Context: an optimization exercise on an open-source flow, tuned for a short achievable clock period and few clock cycles. The choices shown serve that exercise and are no tape-out recipe. No run shown here included a check of the RTL's function; only the layout flow was run. No run shown here takes its clock network from TritonCTS; it comes from the design's own scripts or RTL. The flow treats the clock pin as an ideal source. Dropping or thinning the clock tree relies on that and would not hold on a real chip. Power and IR drop assume default switching activity.

===== flow/tree.tcl =====
# Two-level clock tree: the clock port drives NROOT root cells, each root
# cell drives the leaf cells of its part of the die, and each leaf cell
# drives a cluster of about LEAF_SIZE flip-flop clock pins. The cells are
# buffers, or inverters (two levels of inverters keep the clock's polarity).
proc build_clock_tree { clk_net_name nroot leaf_size buf_master {leaf_master ""} } {
  set block [ord::get_db_block]
  set db [ord::get_db]
  set master [$db findMaster $buf_master]
  if {$leaf_master eq ""} { set leaf_master $buf_master }
  set lmaster [$db findMaster $leaf_master]
  # output pin: X for buffers, Y for inverters
  set rout [expr {[string match *inv* $buf_master] ? "Y" : "X"}]
  set lout [expr {[string match *inv* $leaf_master] ? "Y" : "X"}]
  set clk_net [$block findNet $clk_net_name]

  # sinks: every clock pin on the clock net
  set sinks {}
  foreach it [$clk_net getITerms] {
    set inst [$it getInst]
    set bb [$inst getBBox]
    set x [expr {([$bb xMin] + [$bb xMax]) / 2}]
    set y [expr {([$bb yMin] + [$bb yMax]) / 2}]
    lappend sinks [list $it $x $y]
  }
  set n [llength $sinks]
  set k [expr {max(1, int(ceil(double($n) / $leaf_size)))}]
  # round the leaf count up to a multiple of the root count
  set k [expr {int(ceil(double($k) / $nroot)) * $nroot}]
  puts "clock tree: $n sinks, $k leaf buffers, $nroot root buffers"

  # k-means with capacity: seed on a grid sorted by x then y
  set sorted [lsort -real -index 1 $sinks]
  set cent {}
  for {set c 0} {$c < $k} {incr c} {
    set s [lindex $sorted [expr {int(($c + 0.5) * $n / $k)}]]
    lappend cent [list [lindex $s 1] [lindex $s 2]]
  }
  set cap [expr {int(ceil(double($n) / $k)) + 2}]
  for {set iter 0} {$iter < 30} {incr iter} {
    # assign: each sink to its nearest centre with room, sinks in order of
    # how much they lose by not getting their nearest centre
    set cnt [lrepeat $k 0]
    set assign [lrepeat $n -1]
    set order {}
    for {set i 0} {$i < $n} {incr i} {
      set s [lindex $sinks $i]
      set ds {}
      for {set c 0} {$c < $k} {incr c} {
        set ce [lindex $cent $c]
        lappend ds [list $c [expr {abs([lindex $s 1] - [lindex $ce 0]) + abs([lindex $s 2] - [lindex $ce 1])}]]
      }
      set ds [lsort -real -index 1 $ds]
      lappend order [list $i [expr {[lindex $ds end 1] - [lindex $ds 0 1]}] $ds]
    }
    foreach o [lsort -real -decreasing -index 1 $order] {
      set i [lindex $o 0]
      foreach d [lindex $o 2] {
        set c [lindex $d 0]
        if {[lindex $cnt $c] < $cap} {
          lset cnt $c [expr {[lindex $cnt $c] + 1}]
          lset assign $i $c
          break
        }
      }
    }
    set sx [lrepeat $k 0.0]
    set sy [lrepeat $k 0.0]
    for {set i 0} {$i < $n} {incr i} {
      set c [lindex $assign $i]
      set s [lindex $sinks $i]
      lset sx $c [expr {[lindex $sx $c] + [lindex $s 1]}]
      lset sy $c [expr {[lindex $sy $c] + [lindex $s 2]}]
    }
    for {set c 0} {$c < $k} {incr c} {
      if {[lindex $cnt $c] > 0} {
        lset cent $c [list [expr {[lindex $sx $c] / [lindex $cnt $c]}] [expr {[lindex $sy $c] / [lindex $cnt $c]}]]
      }
    }
  }

  # group leaf centres for the root buffers the same way: sort by x, split
  # into column halves, then by y
  set leaves {}
  for {set c 0} {$c < $k} {incr c} { lappend leaves [list $c {*}[lindex $cent $c]] }
  set groups {}
  if {$nroot == 4} {
    set byx [lsort -real -index 1 $leaves]
    set half [expr {$k / 2}]
    foreach part [list [lrange $byx 0 [expr {$half - 1}]] [lrange $byx $half end]] {
      set byy [lsort -real -index 2 $part]
      set h2 [expr {[llength $byy] / 2}]
      lappend groups [lrange $byy 0 [expr {$h2 - 1}]] [lrange $byy $h2 end]
    }
  } elseif {$nroot == 2} {
    set byx [lsort -real -index 1 $leaves]
    set half [expr {$k / 2}]
    lappend groups [lrange $byx 0 [expr {$half - 1}]] [lrange $byx $half end]
  } else {
    lappend groups $leaves
  }

  # build
  set r 0
  foreach g $groups {
    set gx 0.0; set gy 0.0
    foreach l $g { set gx [expr {$gx + [lindex $l 1]}]; set gy [expr {$gy + [lindex $l 2]}] }
    set gx [expr {int($gx / [llength $g])}]
    set gy [expr {int($gy / [llength $g])}]
    set rinst [odb::dbInst_create $block $master "clkroot_$r"]
    $rinst setLocation $gx $gy
    $rinst setPlacementStatus PLACED
    set rnet [odb::dbNet_create $block "clknet_root_$r"]
    $rnet setSigType CLOCK
    [$rinst findITerm A] connect $clk_net
    [$rinst findITerm $rout] connect $rnet
    foreach l $g {
      set c [lindex $l 0]
      set linst [odb::dbInst_create $block $lmaster "clkleaf_$c"]
      $linst setLocation [expr {int([lindex $l 1])}] [expr {int([lindex $l 2])}]
      $linst setPlacementStatus PLACED
      set lnet [odb::dbNet_create $block "clknet_leaf_$c"]
      $lnet setSigType CLOCK
      [$linst findITerm A] connect $rnet
      [$linst findITerm $lout] connect $lnet
    }
    incr r
  }
  for {set i 0} {$i < $n} {incr i} {
    set it [lindex [lindex $sinks $i] 0]
    set c [lindex $assign $i]
    set lnet [$block findNet "clknet_leaf_$c"]
    $it disconnect
    $it connect $lnet
  }
}

===== standard.sh =====
#!/bin/bash
# synth_recipe.tcl (not shown) runs the flow's synth.tcl, then flattens the netlist and writes it again
# the make line also repeats each setting of config.mk as NAME=value (left out here)
make -C /OpenROAD-flow-scripts/flow DESIGN_CONFIG=/design/flow/config.mk WORK_HOME=/design/flow/orfs CLKGATE_MAP_FILE= SYNTH_SCRIPT=/design/flow/synth_recipe.tcl "${@:-finish}"

===== flow/cts.tcl =====
utl::set_metrics_stage "cts__{}"
source $::env(SCRIPTS_DIR)/load.tcl
source $::env(SCRIPTS_DIR)/lec_check.tcl
erase_non_stage_variables cts
load_design 3_place.odb 3_place.sdc
source_step_tcl PRE CTS

# Clone clock tree inverters next to register loads
# so cts does not try to buffer the inverted clocks.
repair_clock_inverters

proc save_progress { stage } {
  puts "Run 'make gui_$stage.odb' to load progress snapshot"
  orfs_write_db $::env(RESULTS_DIR)/$stage.odb
  orfs_write_sdc $::env(RESULTS_DIR)/$stage.sdc
}

# Run CTS
set cts_args [list \
  -sink_clustering_enable \
  -repair_clock_nets]

append_env_var cts_args CTS_BUF_DISTANCE -distance_between_buffers 1
append_env_var cts_args CTS_CLUSTER_SIZE -sink_clustering_size 1
append_env_var cts_args CTS_CLUSTER_DIAMETER -sink_clustering_max_diameter 1
append_env_var cts_args CTS_BUF_LIST -buf_list 1
append_env_var cts_args CTS_LIB_NAME -library 1


if { [env_var_exists_and_non_empty CTS_ARGS] } {
  set cts_args $::env(CTS_ARGS)
}

set_dont_use $::env(DONT_USE_CELLS)

# A two-level clock tree instead of clock_tree_synthesis: the clock port
# drives 4 root inverters, each drives the leaf inverters of its quarter of
# the die, and each leaf inverter drives about 45 flip-flops.
source $::env(FLOW_TREE_TCL)
build_clock_tree clk 4 45 sky130_fd_sc_hd__clkinv_16 sky130_fd_sc_hd__clkinv_16

utl::push_metrics_stage "cts__{}__pre_repair_timing"
log_cmd estimate_parasitics -placement
if { $::env(DETAILED_METRICS) } {
  report_metrics 4 "cts pre-repair-timing"
}
utl::pop_metrics_stage

set_placement_padding -global \
  -left $::env(CELL_PAD_IN_SITES_DETAIL_PLACEMENT) \
  -right $::env(CELL_PAD_IN_SITES_DETAIL_PLACEMENT)

set result [catch { detailed_placement } msg]
if { $result != 0 } {
  save_progress 4_1_error
  error "Detailed placement failed in CTS: $msg"
}

log_cmd estimate_parasitics -placement

if { $::env(CTS_SNAPSHOTS) } {
  save_progress 4_1_pre_repair_hold_setup
}

if { !$::env(SKIP_CTS_REPAIR_TIMING) } {
  if { $::env(EQUIVALENCE_CHECK) } {
    write_eqy_verilog 4_before_rsz.v
  }
  if { $::env(LEC_CHECK) } {
    write_lec_verilog 4_before_rsz_lec.v
  }

  repair_timing_helper

  if { $::env(EQUIVALENCE_CHECK) } {
    run_equivalence_test
  }
  if { $::env(LEC_CHECK) } {
    write_lec_verilog 4_after_rsz_lec.v
    run_lec_test 4_rsz 4_before_rsz_lec.v 4_after_rsz_lec.v
  }

  set result [catch { detailed_placement } msg]
  if { $result != 0 } {
    save_progress 4_1_error
    error "Detailed placement failed in CTS: $msg"
  }

  check_placement -verbose
}

report_metrics 4 "cts final"

source_step_tcl POST CTS

orfs_write_db $::env(RESULTS_DIR)/4_1_cts.odb
orfs_write_sdc $::env(RESULTS_DIR)/4_cts.sdc

===== config.mk =====
export PLATFORM = sky130hd
export DESIGN_NAME = ssq_symdec
export DESIGN_NICKNAME = ssq_symdec
export VERILOG_FILES = /design/flow/design.v
export SDC_FILE = /design/flow/constraint.sdc
export NUM_CORES = 4
export LEC_CHECK = 0
export CAP_MARGIN = 20
export CORE_MARGIN = 2
export CORE_UTILIZATION = 55
export SETUP_SLACK_MARGIN = 3.4
export SLEW_MARGIN = 20

===== design.v =====
module ssq_symdec (
    input  wire        clk,
    input  wire        rst,
    input  wire        in_valid,
    output wire        in_ready,
    input  wire [7:0]  in_data,
    input  wire        in_last,
    output reg         out_valid,
    input  wire        out_ready,
    output reg  [7:0]  out_data,
    output reg         out_last,
    output reg  [1:0]  out_err,
    output reg  [15:0] out_err_pos,
    output reg  [7:0]  out_err_val,
    output reg  [2:0]  out_pad
);
    localparam ERR_NONE = 2'd0;
    localparam ERR_SDEC = 2'd1;
    localparam ERR_CDEC = 2'd2;
    localparam EV_NONE  = 2'd0;
    localparam EV_SDEC  = 2'd1;   
    localparam EV_CEND  = 2'd2;   
    localparam EV_CNEXT = 2'd3;   
    localparam DEPTH  = 12;       
    localparam RDEPTH = 5;        
    localparam RS     = DEPTH + 2;
    localparam RQS    = RDEPTH + 1;
    localparam IW    = 13;        
    localparam RW    = 26;        
    reg        in_ready_r;  
    reg        ir_n;        
    reg        c_v;
    reg [7:0]  c_data;
    reg        c_last;
    assign in_ready = in_ready_r;
    always @(posedge clk) begin
        c_v    <= in_valid && !ir_n && !rst;
        c_data <= in_data;
        c_last <= in_last;
    end
    wire [5:0] cls;         
    assign cls[0] = (c_data == 8'h2A);
    assign cls[1] = (c_data == 8'h25);
    assign cls[2] = (c_data == 8'h24);
    assign cls[3] = (c_data == 8'h23);
    assign cls[4] = (c_data == 8'h21);
    assign cls[5] = (c_data == 8'h26);
    reg [44:0] wn;
    reg [4:0]  pf_full;     
    reg [4:0]  pf_bad;      
    reg [4:0]  pf_bad2;     
    reg [24:0] pf_nph;      
    function automatic [83:0] pre;
        input [4:0] bits;
        input integer len;
        integer pp;
        reg [8:0] w;
        reg f, b1, b2;
        reg [4:0] n;
        reg [44:0] wv;
        reg [4:0] fv_, b1v, b2v;
        reg [24:0] nv;
        begin
            wv = 45'd0; fv_ = 5'd0; b1v = 5'd0; b2v = 5'd0; nv = 25'd0;
            for (pp = 0; pp < 5; pp = pp + 1) begin
                w  = {bits, 4'b0000} >> pp;
                f  = (pp + len >= 5);
                b1 = f && !w[4];
                b2 = f && w[4] && (pp + len >= 6) && !w[3];
                n  = 5'b00001 << (f ? pp + len - 5 : pp + len);
                wv[9*pp +: 9] = w;
                fv_[pp] = f;
                b1v[pp] = b1;
                b2v[pp] = b2;
                nv[5*pp +: 5] = n;
            end
            pre = {wv, fv_, b1v, b2v, nv};
        end
    endfunction
    wire [83:0] pre0 = pre(5'b10000, 1);   
    wire [83:0] pre1 = pre(5'b11000, 2);   
    wire [83:0] pre2 = pre(5'b11100, 3);   
    wire [83:0] pre3 = pre(5'b11110, 4);   
    wire [83:0] pre4 = pre(5'b11111, 5);   
    wire [83:0] pre5 = pre(5'b10100, 3);   
    wire [83:0] pre_sel = ({84{cls[0]}} & pre0) | ({84{cls[1]}} & pre1) |
                          ({84{cls[2]}} & pre2) | ({84{cls[3]}} & pre3) |
                          ({84{cls[4]}} & pre4) | ({84{cls[5]}} & pre5);
    reg        d_v;
    reg        d_ok;
    reg        d_last;
    reg [7:0]  d_char;
    reg [15:0] d_idx;
    reg [15:0] chr_idx;     
    reg [44:0] d_wn;
    reg [4:0]  d_full;
    reg [4:0]  d_bad;
    reg [4:0]  d_bad2;
    reg [24:0] d_nph;
    always @(posedge clk) begin
        {d_wn, d_full, d_bad, d_bad2, d_nph} <= pre_sel;
        d_ok   <= |cls;
        d_last <= c_last;
        d_char <= c_data;
        d_idx  <= chr_idx;
        if (rst) begin
            d_v     <= 1'b0;
            chr_idx <= 16'd0;
        end else begin
            d_v <= c_v;
            if (c_v)
                chr_idx <= c_last ? 16'd0 : chr_idx + 16'd1;
        end
    end
    reg [4:0]  ph;          
    reg [3:0]  pend;        
    reg        stop;        
    wire [8:0] s_wn  = (d_wn[8:0]   & {9{ph[0]}}) | (d_wn[17:9]  & {9{ph[1]}}) |
                       (d_wn[26:18] & {9{ph[2]}}) | (d_wn[35:27] & {9{ph[3]}}) |
                       (d_wn[44:36] & {9{ph[4]}});
    wire [4:0] s_nph = (d_nph[4:0]   & {5{ph[0]}}) | (d_nph[9:5]   & {5{ph[1]}}) |
                       (d_nph[14:10] & {5{ph[2]}}) | (d_nph[19:15] & {5{ph[3]}}) |
                       (d_nph[24:20] & {5{ph[4]}});
    wire       full = |(d_full & ph);
    wire       bad  = |(d_bad  & ph);
    wire       bad2 = |(d_bad2 & ph);
    wire [8:0] win    = {pend, 5'b00000} | s_wn;
    wire [3:0] pend_n = full ? win[3:0] : win[8:5];
    reg        o_v;
    reg        o_end;
    reg        o_blk_v;     
    reg [4:0]  o_blk;
    reg        o_rem_v;     
    reg [4:0]  o_rem_n;     
    reg [3:0]  o_rem;       
    reg [1:0]  o_ev;
    reg [15:0] o_idx;
    reg [7:0]  o_char;
    always @(posedge clk) begin
        o_end   <= d_last;
        o_blk   <= bad ? {1'b0, win[8:5]} : win[8:4];
        o_idx   <= d_idx;
        o_char  <= d_char;
        if (d_ok) begin
            o_rem_n <= s_nph;
            o_rem   <= pend_n;
        end else begin
            o_rem_n <= ph;
            o_rem   <= pend;
        end
        if (rst) begin
            ph      <= 5'b00001;
            pend    <= 4'd0;
            stop    <= 1'b0;
            o_v     <= 1'b0;
            o_blk_v <= 1'b0;
            o_rem_v <= 1'b0;
            o_ev    <= EV_NONE;
        end else begin
            o_v     <= d_v;
            o_blk_v <= 1'b0;
            o_rem_v <= 1'b0;
            o_ev    <= EV_NONE;
            if (d_v && !stop) begin
                if (!d_ok) begin
                    o_rem_v <= !ph[0];
                    o_ev    <= EV_SDEC;
                    stop    <= 1'b1;
                end else begin
                    o_blk_v <= full;
                    if (bad) begin
                        o_ev <= EV_CEND;
                        stop <= 1'b1;
                    end else if (bad2) begin
                        o_ev <= EV_CNEXT;
                        stop <= 1'b1;
                    end else begin
                        ph      <= s_nph;
                        pend    <= pend_n;
                        o_rem_v <= d_last && !s_nph[0];
                    end
                end
            end
            if (d_v && d_last) begin
                ph   <= 5'b00001;
                pend <= 4'd0;
                stop <= 1'b0;
            end
        end
    end
    reg [15:0] p4;
    reg [15:0] p5;
    reg [1:0]  e_err;       
    reg [15:0] e_pos;
    reg [7:0]  e_val;
    reg [4:0] rem_chunk;
    always @(*) begin
        case (1'b1)
            o_rem_n[1]: rem_chunk = {4'b0000, o_rem[3]};
            o_rem_n[2]: rem_chunk = {3'b000, o_rem[3:2]};
            o_rem_n[3]: rem_chunk = {2'b00, o_rem[3:1]};
            default:    rem_chunk = {1'b0, o_rem};
        endcase
    end
    reg [1:0]  ev_err;
    reg [15:0] ev_pos;
    reg [7:0]  ev_val;
    always @(*) begin
        case (o_ev)
            EV_SDEC:  begin ev_err = ERR_SDEC; ev_pos = o_idx; ev_val = o_char; end
            EV_CEND:  begin ev_err = ERR_CDEC; ev_pos = p4;    ev_val = 8'h20;  end
            EV_CNEXT: begin ev_err = ERR_CDEC; ev_pos = p5;    ev_val = 8'h20;  end
            default:  begin ev_err = e_err;    ev_pos = e_pos; ev_val = e_val;  end
        endcase
    end
    reg          q_v;
    reg [IW-1:0] q_item;
    reg          q_rec_v;
    reg [RW-1:0] q_rec;
    always @(posedge clk) begin
        q_item[12:11] <= {1'b0, o_blk_v} + {1'b0, o_rem_v};
        q_item[10:1]  <= o_blk_v ? (o_rem_v ? {o_blk, rem_chunk} : {o_blk, 5'b00000})
                                 : (o_rem_v ? {rem_chunk, 5'b00000} : 10'd0);
        q_item[0]     <= o_end;
        q_rec         <= {ev_err, ev_pos, ev_val};
        if (rst) begin
            q_v     <= 1'b0;
            q_rec_v <= 1'b0;
            p4      <= 16'd4;
            p5      <= 16'd5;
            e_err   <= ERR_NONE;
            e_pos   <= 16'd0;
            e_val   <= 8'd0;
        end else begin
            q_v     <= o_v && (o_blk_v || o_rem_v || o_end);
            q_rec_v <= o_v && o_end;
            if (o_v) begin
                if (o_end) begin
                    p4    <= 16'd4;
                    p5    <= 16'd5;
                    e_err <= ERR_NONE;
                    e_pos <= 16'd0;
                    e_val <= 8'd0;
                end else begin
                    if (o_blk_v) begin
                        p4 <= p4 + 16'd5;
                        p5 <= p5 + 16'd5;
                    end
                    e_err <= ev_err;
                    e_pos <= ev_pos;
                    e_val <= ev_val;
                end
            end
        end
    end
    reg [IW-1:0]    fq [0:RS-1];
    reg [RS-1:0]    f_wp;       
    reg [RS-1:0]    f_rp;       
    reg [DEPTH:0]   f_tot;      
    reg             pop_d;      
    reg [IW-1:0]    h;          
    reg             hv;
    wire            pop;
    wire f_mempty_p = |(f_wp & f_rp);
    wire from_m = (pop || !hv) && !f_mempty_p;
    reg [IW-1:0] f_out;         
    integer j;
    always @(*) begin
        f_out = {IW{1'b0}};
        for (j = 0; j < RS; j = j + 1)
            f_out = f_out | (fq[j] & {IW{f_rp[j]}});
    end
    always @(posedge clk) begin
        for (j = 0; j < RS; j = j + 1)
            if (f_wp[j])
                fq[j] <= q_item;
        h <= ({IW{from_m}} & f_out) | ({IW{!from_m}} & h);
        if (rst) begin
            f_wp   <= {{(RS-1){1'b0}}, 1'b1};
            f_rp   <= {{(RS-1){1'b0}}, 1'b1};
            f_tot  <= {(DEPTH+1){1'b0}};
            pop_d  <= 1'b0;
            hv     <= 1'b0;
        end else begin
            if (q_v)
                f_wp <= {f_wp[RS-2:0], f_wp[RS-1]};
            if (from_m)
                f_rp <= {f_rp[RS-2:0], f_rp[RS-1]};
            pop_d <= pop;
            if (q_v && !pop_d)
                f_tot <= {f_tot[DEPTH-1:0], 1'b1};
            else if (pop_d && !q_v)
                f_tot <= {1'b0, f_tot[DEPTH:1]};
            hv <= from_m || (hv && !pop);
        end
    end
    reg [RW-1:0]     rq [0:RQS-1];
    reg [RQS-1:0]    rq_wp;     
    reg [RQS-1:0]    rq_rp;     
    reg [RW-1:0]     r_head;    
    wire             emit_end;
    reg [RW-1:0] r_cur;
    reg [RW-1:0] r_nxt;
    always @(*) begin
        r_cur = {RW{1'b0}};
        r_nxt = {RW{1'b0}};
        for (j = 0; j < RQS; j = j + 1) begin
            r_cur = r_cur | (rq[j] & {RW{rq_rp[j]}});
            r_nxt = r_nxt | (rq[(j + 1) % RQS] & {RW{rq_rp[j]}});
        end
    end
    always @(posedge clk) begin
        for (j = 0; j < RQS; j = j + 1)
            if (rq_wp[j])
                rq[j] <= q_rec;
        r_head <= emit_end ? r_nxt : r_cur;
        if (rst) begin
            rq_wp <= {{(RQS-1){1'b0}}, 1'b1};
            rq_rp <= {{(RQS-1){1'b0}}, 1'b1};
        end else begin
            if (q_rec_v)
                rq_wp <= {rq_wp[RQS-2:0], rq_wp[RQS-1]};
            if (emit_end)
                rq_rp <= {rq_rp[RQS-2:0], rq_rp[RQS-1]};
        end
    end
    reg [RDEPTH-1:0] msgs;
    wire msg_in  = c_v && c_last;
    wire msg_out = emit_end;
    wire [RDEPTH-1:0] msgs_n = (msg_in && !msg_out) ? {msgs[RDEPTH-2:0], 1'b1} :
                               (msg_out && !msg_in) ? {1'b0, msgs[RDEPTH-1:1]} : msgs;
    always @(posedge clk) begin
        if (rst)
            msgs <= {RDEPTH{1'b0}};
        else
            msgs <= msgs_n;
    end
    reg ir_pre;
    always @(posedge clk) begin
        if (rst) begin
            ir_pre     <= 1'b1;
            in_ready_r <= 1'b1;
            ir_n       <= 1'b0;
        end else begin
            ir_pre     <= !f_tot[DEPTH + 1 - 7] && !msgs_n[RDEPTH - 3];
            in_ready_r <= ir_pre;
            ir_n       <= !ir_pre;
        end
    end
    wire [1:0]  h_n    = h[12:11];
    wire [9:0]  h_bits = h[10:1];
    wire        h_end  = h[0];
    reg [16:0] acc;         
    reg [7:0]  pr;          
    reg [2:0]  pq;          
    reg        end_pend;    
    reg [2:0]  p_pad;
    reg        skid_v;
    wire big        = !pq[0];
    wire emit_data  = !skid_v && big;
    wire emit_fe    = !skid_v && !big && end_pend;
    wire emit_flush = emit_fe && !pr[0];
    assign emit_end = emit_fe && pr[0];
    wire emit       = emit_data || emit_fe;
    assign pop = hv && ((pq[0] && (!end_pend || (!skid_v && pr[0]))) ||
                        (pq[1] && !end_pend && !skid_v));
    reg [16:0] ins;
    integer k;
    always @(*) begin
        ins = 17'd0;
        for (k = 0; k < 8; k = k + 1)
            ins = ins | (({h_bits, 7'd0} >> k) & {17{pr[k]}});
    end
    wire [7:0] pr5  = {pr[2:0], pr[7:3]};
    wire       c5   = |pr[7:3];
    wire [7:0] pr10 = {pr[5:0], pr[7:6]};
    wire       c10  = |pr[7:6];
    wire [2:0] pq_pop = h_n[1] ? (c10 ? 3'b100 : 3'b010) :
                        h_n[0] ? (c5 ? 3'b010 : 3'b001) : 3'b001;
    wire [7:0] pr_pop = h_n[1] ? pr10 : h_n[0] ? pr5 : pr;
    reg [7:0] pr_n;
    reg [2:0] pq_n;
    always @(*) begin
        if (emit_flush) begin
            pr_n = 8'b00000001;
            pq_n = 3'b001;
        end else if (pop) begin
            pr_n = pr_pop;
            pq_n = pq_pop;
        end else begin
            pr_n = pr;
            pq_n = emit_data ? {1'b0, pq[2:1]} : pq;
        end
    end
    reg [2:0] pad_of;       
    always @(*) begin
        case (1'b1)
            pr[1]:   pad_of = 3'd7;
            pr[2]:   pad_of = 3'd6;
            pr[3]:   pad_of = 3'd5;
            pr[4]:   pad_of = 3'd4;
            pr[5]:   pad_of = 3'd3;
            pr[6]:   pad_of = 3'd2;
            pr[7]:   pad_of = 3'd1;
            default: pad_of = 3'd0;
        endcase
    end
    wire [16:0] acc_a = emit_data ? {acc[8:0], 8'd0} : (emit_flush ? 17'd0 : acc);
    wire        b_last = emit_end;
    wire [7:0]  b_data = emit_end ? 8'd0 : acc[16:9];
    wire [1:0]  b_err  = emit_end ? r_head[25:24] : 2'd0;
    wire [15:0] b_pos  = emit_end ? r_head[23:8]  : 16'd0;
    wire [7:0]  b_val  = emit_end ? r_head[7:0]   : 8'd0;
    wire [2:0]  b_pad  = emit_end ? p_pad : 3'd0;
    always @(posedge clk) begin
        if (rst) begin
            acc      <= 17'd0;
            pr       <= 8'b00000001;
            pq       <= 3'b001;
            end_pend <= 1'b0;
            p_pad    <= 3'd0;
        end else begin
            acc      <= acc_a | (pop ? ins : 17'd0);
            pr       <= pr_n;
            pq       <= pq_n;
            end_pend <= (end_pend && !emit_end) || (pop && h_end);
            if (emit_flush)
                p_pad <= pad_of;
            else if (emit_end)
                p_pad <= 3'd0;
        end
    end
    reg        s_last;
    reg [7:0]  s_data;
    reg [1:0]  s_err;
    reg [15:0] s_pos;
    reg [7:0]  s_val;
    reg [2:0]  s_pad;
    reg        ov_n;        
    reg [37:0] o_n;         
    wire out_free = ov_n || out_ready;
    wire ld_s = out_free && skid_v;
    wire ld_b = out_free && !skid_v;
    wire hold = !out_free;
    wire [37:0] o_cur  = ~o_n;
    wire [37:0] o_skid = {s_last, s_data, s_err, s_pos, s_val, s_pad};
    wire [37:0] o_beat = {b_last, b_data, b_err, b_pos, b_val, b_pad};
    wire [37:0] o_next = ({38{hold}} & o_cur) | ({38{ld_s}} & o_skid) | ({38{ld_b}} & o_beat);
    wire        ov_next = out_free ? (skid_v || emit) : 1'b1;
    always @(posedge clk) begin
        if (rst) begin
            out_valid <= 1'b0;
            ov_n      <= 1'b1;
            skid_v    <= 1'b0;
        end else begin
            out_valid <= ov_next;
            ov_n      <= !ov_next;
            if (out_free)
                skid_v <= 1'b0;
            else if (emit)
                skid_v <= 1'b1;
        end
        {out_last, out_data, out_err, out_err_pos, out_err_val, out_pad} <= o_next;
        o_n <= ~o_next;
        if (!skid_v) begin
            s_last <= b_last;
            s_data <= b_data;
            s_err  <= b_err;
            s_pos  <= b_pos;
            s_val  <= b_val;
            s_pad  <= b_pad;
        end
    end
endmodule

===== constraint.sdc =====
create_clock -name core_clock -period 5.0 [get_ports {clk}]
set_input_delay 1.0000 -clock core_clock [delete_from_list [all_inputs] [get_ports {clk}]]
set_output_delay 1.0000 -clock core_clock [all_outputs]
set_load 0.01 [all_outputs]

===== flow/run.sh =====
#!/bin/bash
# Standard layout, except that:
#  - the port buffers are buf_4 (the resizer sizes them later), and
#  - the clock tree is built by flow/tree.tcl (a two-level tree of clkinv_16)
#    in place of clock_tree_synthesis.
# Each step's output goes to a log file of its own in this folder.
set -euo pipefail
here=$(pwd)
ports="BUFFER_PORTS_ARGS=-buffer_cell sky130_fd_sc_hd__buf_4"

bash standard.sh synth > log_1_synth.txt 2>&1
bash standard.sh "$ports" place > log_2_place.txt 2>&1

# ORFS's scripts with cts.tcl swapped for ours, used for the CTS step only
rm -rf "$here/cts_scripts"
cp -r "$FLOW_HOME/scripts" "$here/cts_scripts"
cp "$here/flow/cts.tcl" "$here/cts_scripts/cts.tcl"
FLOW_TREE_TCL="$here/flow/tree.tcl" bash standard.sh "$ports" do-4_1_cts do-4_cts \
  SCRIPTS_DIR="$here/cts_scripts" > log_3_cts.txt 2>&1

bash standard.sh "$ports" finish > log_4_finish.txt 2>&1

==> flow_summary.yaml, run 1 <==
layout:
  multi_input_area_mm2: 0.009625
  fin_area_mm2: 0.03343
  postLayoutCoreUtil: 0.6490
  fill_cells: 3877
  stdcell_count: 3039
  num_antenna_cells: 0
  seq_area_mm2: 0.01977
  syn_to_final_growth_pct: 16.12
  fin_nets: 2382
  drive_above_1_share: 0.2378
sta:
  tightest_slew_ps: 938.6
  rsz0062_at_grt: "yes"
  fin_crit_sh: 0.3690
  setup-tns-final_ps: 0
  max-slew-margin-rel: 0.3742
  setup_viol: 0
  fmax_mhz: 542.1
  period_needed_ps: 1845
  clock_skew_ps: 26.19
  slew_violations: 0
  holdWs_ps: 331.2
  finalHoldViolations: 0
placement:
  io_buffers: 52
  placed_cell_area_mm2: 0.02964
  placed_cells: 2863
  place_hpwl_um: 36340
  globalplace.congestion: 0.7996
synth:
  async_flop_share: 0
  synth.most_common_cell: "dfxtp_1"
  synthTopCellsByArea: "edfxtp_1 (39%), dfxtp_1 (29%), a22oi_1 (5.2%), nor2_1 (2.7%), mux2i_1 (2.5%)"
  ys_warn_count: 3
  netlist_instances: 2272
  synth-seq-cells: 789
  syn_area_mm2: 0.02879
  synth_largest_area_cell: "edfxtp_1"
  seq_area_frac_synth: 0.6787
  yosysTopAreaCellShare: 0.3901
  dominantRegCellSynth: "dfxtp_1"
  synth-edff-count: 374
  synth_nets: 2293
  yosys-top-cells-count: "dfxtp_1 (415), edfxtp_1 (374), nor2_1 (209)"
  avgSynthCellArea_um2: 12.67
  ys_types: 59
grt:
  grt_overflow: 0
  first_global_vias: 17580
  antenna_found_initial: 0
  grt_max_degree: 55
  grt_usage: 0.2488
  grt_pass1_wl_um: 104900
detailed_routing:
  drc: 0
  antenna_left: 0
  vias_per_cell: 6.166
  drtPass1Iterations: 5
  wl_um: 69830
  wl_per_cell_um: 22.98
  via_count: 18740
  first_iter_violations: 1649
worst_setup_path:
  start_kind: "flip-flop"
  r2r-start: "f_rp[12]"
  r2r_slack_ps: 3160
  end_kind: "flip-flop"
  reg2reg_depth: 7
  crit_required_ps: 4990
  crit_fanout: 7
  crit_type: "reg2reg"
  worstPathArrival_ps: 1830
clock_network:
  path_clk_slew_ps: 100
  cts_hold_buffers: 0
  clock_latency_ps: 280
power_and_ir_drop:
  leakagePower_nw: 11.52
  irDropWorstVdd_v: 0.0002532
  power.density_mw_per_mm2: 299.4
flow_run:
  maxCapViolCount: 0
floorplanning:
  io_pins: 53
  core_area_mm2: 0.05151
  rows: 83
  die_h_um: 232.8
  die-area_mm2: 0.05419
  die_w_um: 232.8
  start_util: 0.5589
worst_hold_path:
  worstHoldStart: "d_idx[3]"
  worstHoldEndpoint: "o_idx[3]"
  whs_path_depth: 0
  worst_hold_path_type: "reg2reg"
status:
  status: "timing/DRC/antenna clean"
repair_timing:
item	CTS	global route
pin swaps	53	39
cloned	28	4
gates resized for setup	311	213
setup endpoints to repair	384	291
buffers inserted	54	66
power by group:
part | internal [mW] | switching [mW] | leakage [nW]
combinational | 0.299 | 0.324 | 4.16
sequential | 6.80 | 0.121 | 7.09
clock | 0.370 | 2.10 | 0.274
kinds of logic after synthesis:
logic type	share of synthesized area
AOI/OAI and AO/OA	0.1477
muxes	0.04220
xor gates and xnor gates	0.01126
and+or+nand+nor	0.09201
DFF	0.6787
adders and majority gates	0.003477
buffers and inverters	0.02464
area by class of cell:
cell class,count,share of cell area
Timing Repair inverter,3,0.001422
Tap cell,680,0.02545
Multi-Input combinational cell,1320,0.2880
Inverter,45,0.02504
Sequential cell,789,0.5916
Timing Repair Buffer,202,0.06857
flip-flops by register name, summed over array words and instances, names as in the netlist, 12 cells and up, named ones only:
| register | cells |
|---|---|
| o_n | 38 |
| rq | 156 |
| f_wp | 14 |
| q_item | 12 |
| e_pos | 16 |
| acc | 17 |
| q_rec | 26 |
| chr_idx | 16 |
| d_idx | 16 |
| s_pos | 16 |
| out_err_pos | 16 |
| p4 | 16 |
| fq | 168 |
| r_head | 26 |
| f_tot | 13 |
| p5 | 16 |
| f_rp | 14 |
| o_idx | 16 |
cells in the final DEF (no fill, tap or decap), types with 18 or more instances in the layout:
cell       synthesis  routed
edfxtp_1         374     374
dfxtp_1          415     313
nor2_1           209     188
a22oi_1          199     187
buf_4              4     103
nand2_1          106      91
a21oi_1           94      82
mux2i_1           73      73
buf_6              0      60
dfxtp_2            0      59
a22o_1            51      51
and2_1            71      47
nand3_1           50      46
dfxtp_4            0      43
o21a_1            40      39
a221oi_1          56      37
o21ai_1            1      37
nor2b_1           35      32
o21ai_2            2      31
a31oi_1           30      29
and2_4             0      24
clkinv_16          0      24
nand4_1           23      23
xor2_1            20      20
inv_1             20      18
a221oi_2           0      18
buf_12             0      18
metrics by stage:
step,worst slack (ps),total power [mW]
after floorplan,3070,7.336
after global routing,3110,10.38
after detailed placement,2307,7.449
final,3155,10.01
after global placement,2368,7.441
after CTS,3161,9.551
worst max-delay path, stage by stage, from the launching register on:
cell,delay [ps]
dfxtp_2,340
buf_12,120
a22oi_2,170
nand2_1,140
nor3_4,250
a21boi_4,260
buf_6,150
buf_16,120
per-layer routing:
metal	GRT usage	wire (um)
met5	0	0
met4	0.05115	1543
met3	0.01998	3920
met2	0.4023	32850
met1	0.3709	31510
how the worst max path moves through the flow:
stage                   start        end  slack [ps]
finish               f_rp[12]  flip-flop        3160
detailed placement        rst    o_ev[0]        2310
CTS                       rst    acc[12]        3160
floorplan           out_ready    o_n[10]        3070
global route         f_rp[12]   f_rp[10]        3110
global placement          rst    o_blk_v        2370
==> inputs of run 2 (changes only) <==
--- a/flow/cts.tcl
+++ b/flow/cts.tcl
@@ -35,9 +35,9 @@
 
 # A two-level clock tree instead of clock_tree_synthesis: the clock port
 # drives 4 root inverters, each drives the leaf inverters of its quarter of
-# the die, and each leaf inverter drives about 45 flip-flops.
+# the die, and each leaf inverter drives about 35 flip-flops.
 source $::env(FLOW_TREE_TCL)
-build_clock_tree clk 4 45 sky130_fd_sc_hd__clkinv_16 sky130_fd_sc_hd__clkinv_16
+build_clock_tree clk 4 35 sky130_fd_sc_hd__clkinv_16 sky130_fd_sc_hd__clkinv_16
 
 utl::push_metrics_stage "cts__{}__pre_repair_timing"
 log_cmd estimate_parasitics -placement
==> flow_summary.yaml, run 2 <==
status:
  status: "timing/DRC/antenna clean"
detailed_routing:
  vias_per_cell: 6.120
  first_iter_violations: 1649
  wl_um: 70000
  antenna_left: 0
  drtPass1Iterations: 9
  drc: 0
  wl_met3_um: 4076
  wl_met2_um: 32890
  wl_per_cell_um: 22.84
  via_count: 18760
  top_layer_used: "met4"
  wl_met1_um: 31510
sta:
  finalHoldViolations: 0
  max-slew-margin-rel: 0.3659
  rsz0062_at_grt: "yes"
  slew_violations: 0
  tightest_slew_ps: 951.2
  period_needed_ps: 1889
  fmax_mhz: 529.3
  fin_crit_sh: 0.3779
  setup-tns-final_ps: 0
  setup_viol: 0
  clock_skew_ps: 28.14
power_and_ir_drop:
  irDropWorstVdd_v: 0.0003207
  power.density_mw_per_mm2: 301.6
  leakagePower_nw: 11.67
  p_sw_frac: 0.2606
  p_seq_frac: 0.679
  p_clk_frac: 0.257
  p_sw_mw: 2.655
  p_comb_frac: 0.064
  p_int_mw: 7.533
layout:
  fin_nets: 2408
  fin_area_mm2: 0.03377
  largest-register: "fq"
  reg.largest.list: "fq (168), rq (156), o_n (38)"
  largest_register_ffs: 168
  drive_above_1_share: 0.2453
  final_cell_mix: "edfxtp_1 (374), dfxtp_1 (308), nor2_1 (188), a22oi_1 (185), buf_4 (119)"
  multi_input_area_mm2: 0.009595
  num_antenna_cells: 0
  final_common_cell: "edfxtp_1"
  syn_to_final_growth_pct: 17.32
  stdcell_count: 3065
  seq_area_mm2: 0.01978
  fill_cells: 3836
synth:
  async_flop_share: 0
  ys_warn_count: 3
  synth-edff-count: 374
  ys_types: 59
  dominantRegCellSynth: "dfxtp_1"
  netlist_instances: 2272
  seq_area_frac_synth: 0.6787
  synth_largest_area_cell: "edfxtp_1"
  yosys-top-cells-count: "dfxtp_1 (415), edfxtp_1 (374), nor2_1 (209)"
  yosysTopAreaCellShare: 0.3901
  synth-seq-cells: 789
  avgSynthCellArea_um2: 12.67
  syn_area_mm2: 0.02879
  synthTopCellsByArea: "edfxtp_1 (39%), dfxtp_1 (29%), a22oi_1 (5.2%), nor2_1 (2.7%), mux2i_1 (2.5%)"
  synth_nets: 2293
  synth.most_common_cell: "dfxtp_1"
worst_hold_path:
  worstHoldEndpoint: "o_idx[7]"
  whs_path_depth: 0
  worstHoldStart: "d_idx[7]"
  worst_hold_path_type: "reg2reg"
worst_setup_path:
  r2r-start: "f_rp[12]"
  crit_required_ps: 5010
  crit_type: "reg2reg"
  r2r_slack_ps: 3110
  end_kind: "flip-flop"
  start_kind: "flip-flop"
  worstPathArrival_ps: 1900
  reg2reg_depth: 8
  crit_fanout: 7
floorplanning:
  rows: 83
  die-area_mm2: 0.05419
  die_h_um: 232.8
  die_w_um: 232.8
  core_area_mm2: 0.05151
  io_pins: 53
  start_util: 0.5589
flow_run:
  maxCapViolCount: 0
grt:
  grt_usage: 0.2489
  antenna_found_initial: 0
  grt_overflow: 0
  grt_pass1_wl_um: 104900
  first_global_vias: 17680
  grt_max_degree: 55
clock_network:
  path_clk_slew_ps: 90
  clock_latency_ps: 290
  cts_hold_buffers: 0
placement:
  io_buffers: 52
  globalplace.congestion: 0.7996
  placed_cells: 2863
  placed_cell_area_mm2: 0.02964
  place_hpwl_um: 36340
-- run 2: area by class of cell --
class	count	share of cell area
Multi-Input combinational cell	1319	0.2841
Timing Repair Buffer	225	0.07524
Tap cell	680	0.02519
Timing Repair inverter	3	0.001260
Inverter	49	0.02849
Sequential cell	789	0.5857
-- run 2: metal layers --
| metal | vias to the layer above | GRT usage |
|---|---|---|
| met5 | - | 0 |
| met4 | 0 | 0.04877 |
| met3 | 100 | 0.02206 |
| met2 | 644 | 0.4018 |
| met1 | 9318 | 0.3714 |
| li1 | 8697 | - |
-- run 2: repair_timing --
| action | in CTS | in global routing |
|---|---|---|
| pin swaps | 54 | 45 |
| endpoints found under the setup margin | 384 | 250 |
| setup buffers | 57 | 84 |
| gates resized for setup | 317 | 209 |
| cloned | 29 | 4 |
-- run 2: worst max path at each step --
stage | startpoint | end | slack, ps | cells after the start
final | f_rp[12] | flip-flop | 3110 | 8
after global routing | f_rp[12] | f_rp[5] | 3040 | 9
after CTS | rst | acc[12] | 3160 | 6
after detailed placement | rst | o_ev[0] | 2310 | 5
after global placement | rst | o_blk_v | 2370 | 5
after floorplan | out_ready | o_n[10] | 3070 | 5
-- run 2: logic make-up (layout without fill, tap and decap cells) --
kind of cell | count (synthesis) | after routing | synth area share
mux | 100 | 100 | 0.04220
xor+xnor | 37 | 37 | 0.01126
simple gates | 554 | 569 | 0.09201
fa+ha+maj | 8 | 8 | 0.003477
buf+inv | 179 | 277 | 0.02464
flops | 789 | 789 | 0.6787
compound gates | 605 | 605 | 0.1477
-- run 2: power by group through the flow --
stage	clock, mW	combinational, mW	sequential (mW)
6_report	2.62	0.654	6.91
5_1_grt	2.95	0.697	6.93
4_1_cts	2.12	0.532	7.08
3_5_place_dp	0	0.356	7.09
3_3_place_gp	0	0.349	7.09
2_1_floorplan	0	0.341	7.00
-- run 2: worst max-delay path, stage by stage (launching register included) --
cell and delay [ps]:
dfxtp_2 340, buf_12 130, a22oi_2 150, nand2_1 130
nor3_4 250, a21boi_4 250, buf_4 140, buf_6 110
buf_16 120
-- run 2: per-stage QoR --
| stage | power (mW) | util | setup WS [ps] | hold slack [ps] |
|---|---|---|---|---|
| 6_report | 10.19 | 0.6557 | 3111 | 327.5 |
| 4_1_cts | 9.739 | 0.6285 | 3161 | 312.1 |
| 2_1_floorplan | 7.336 | - | 3070 | 309.6 |
| 3_5_place_dp | 7.449 | 0.5754 | 2307 | 312.1 |
| 5_1_grt | 10.58 | 0.6557 | 3043 | 335.4 |
| 3_3_place_gp | 7.441 | 0.5754 | 2368 | 311.4 |

[port drivers added, routing unchanged]
Ports are ideal in the flow. The routed layouts listed here were re-timed in OpenROAD.
Step 1 assumes that a clkbuf_16 drives the clock port and a buf_2 every other input.
Step 2 also shifts input and output timing later by t, the mid clock arrival at the registers, as if the neighbouring blocks saw the same clock.
Three values: ideal ports, drivers, drivers and shift; two values: the first two.
| run | t (ns) | setup slack, ns | pins driven straight from the clock port |
|---|---|---|---|
| run 1 | 0.512 | 3.155 / 3.001 / 2.966 | 4 |
| run 2 | 0.528 | 3.111 / 3.013 / 2.959 | 4 |
After both steps setup and hold are still met in every run listed. For run 1, which loses most, drivers alone change the setup slack by -0.154 ns; drivers and shift together by -0.189 ns.
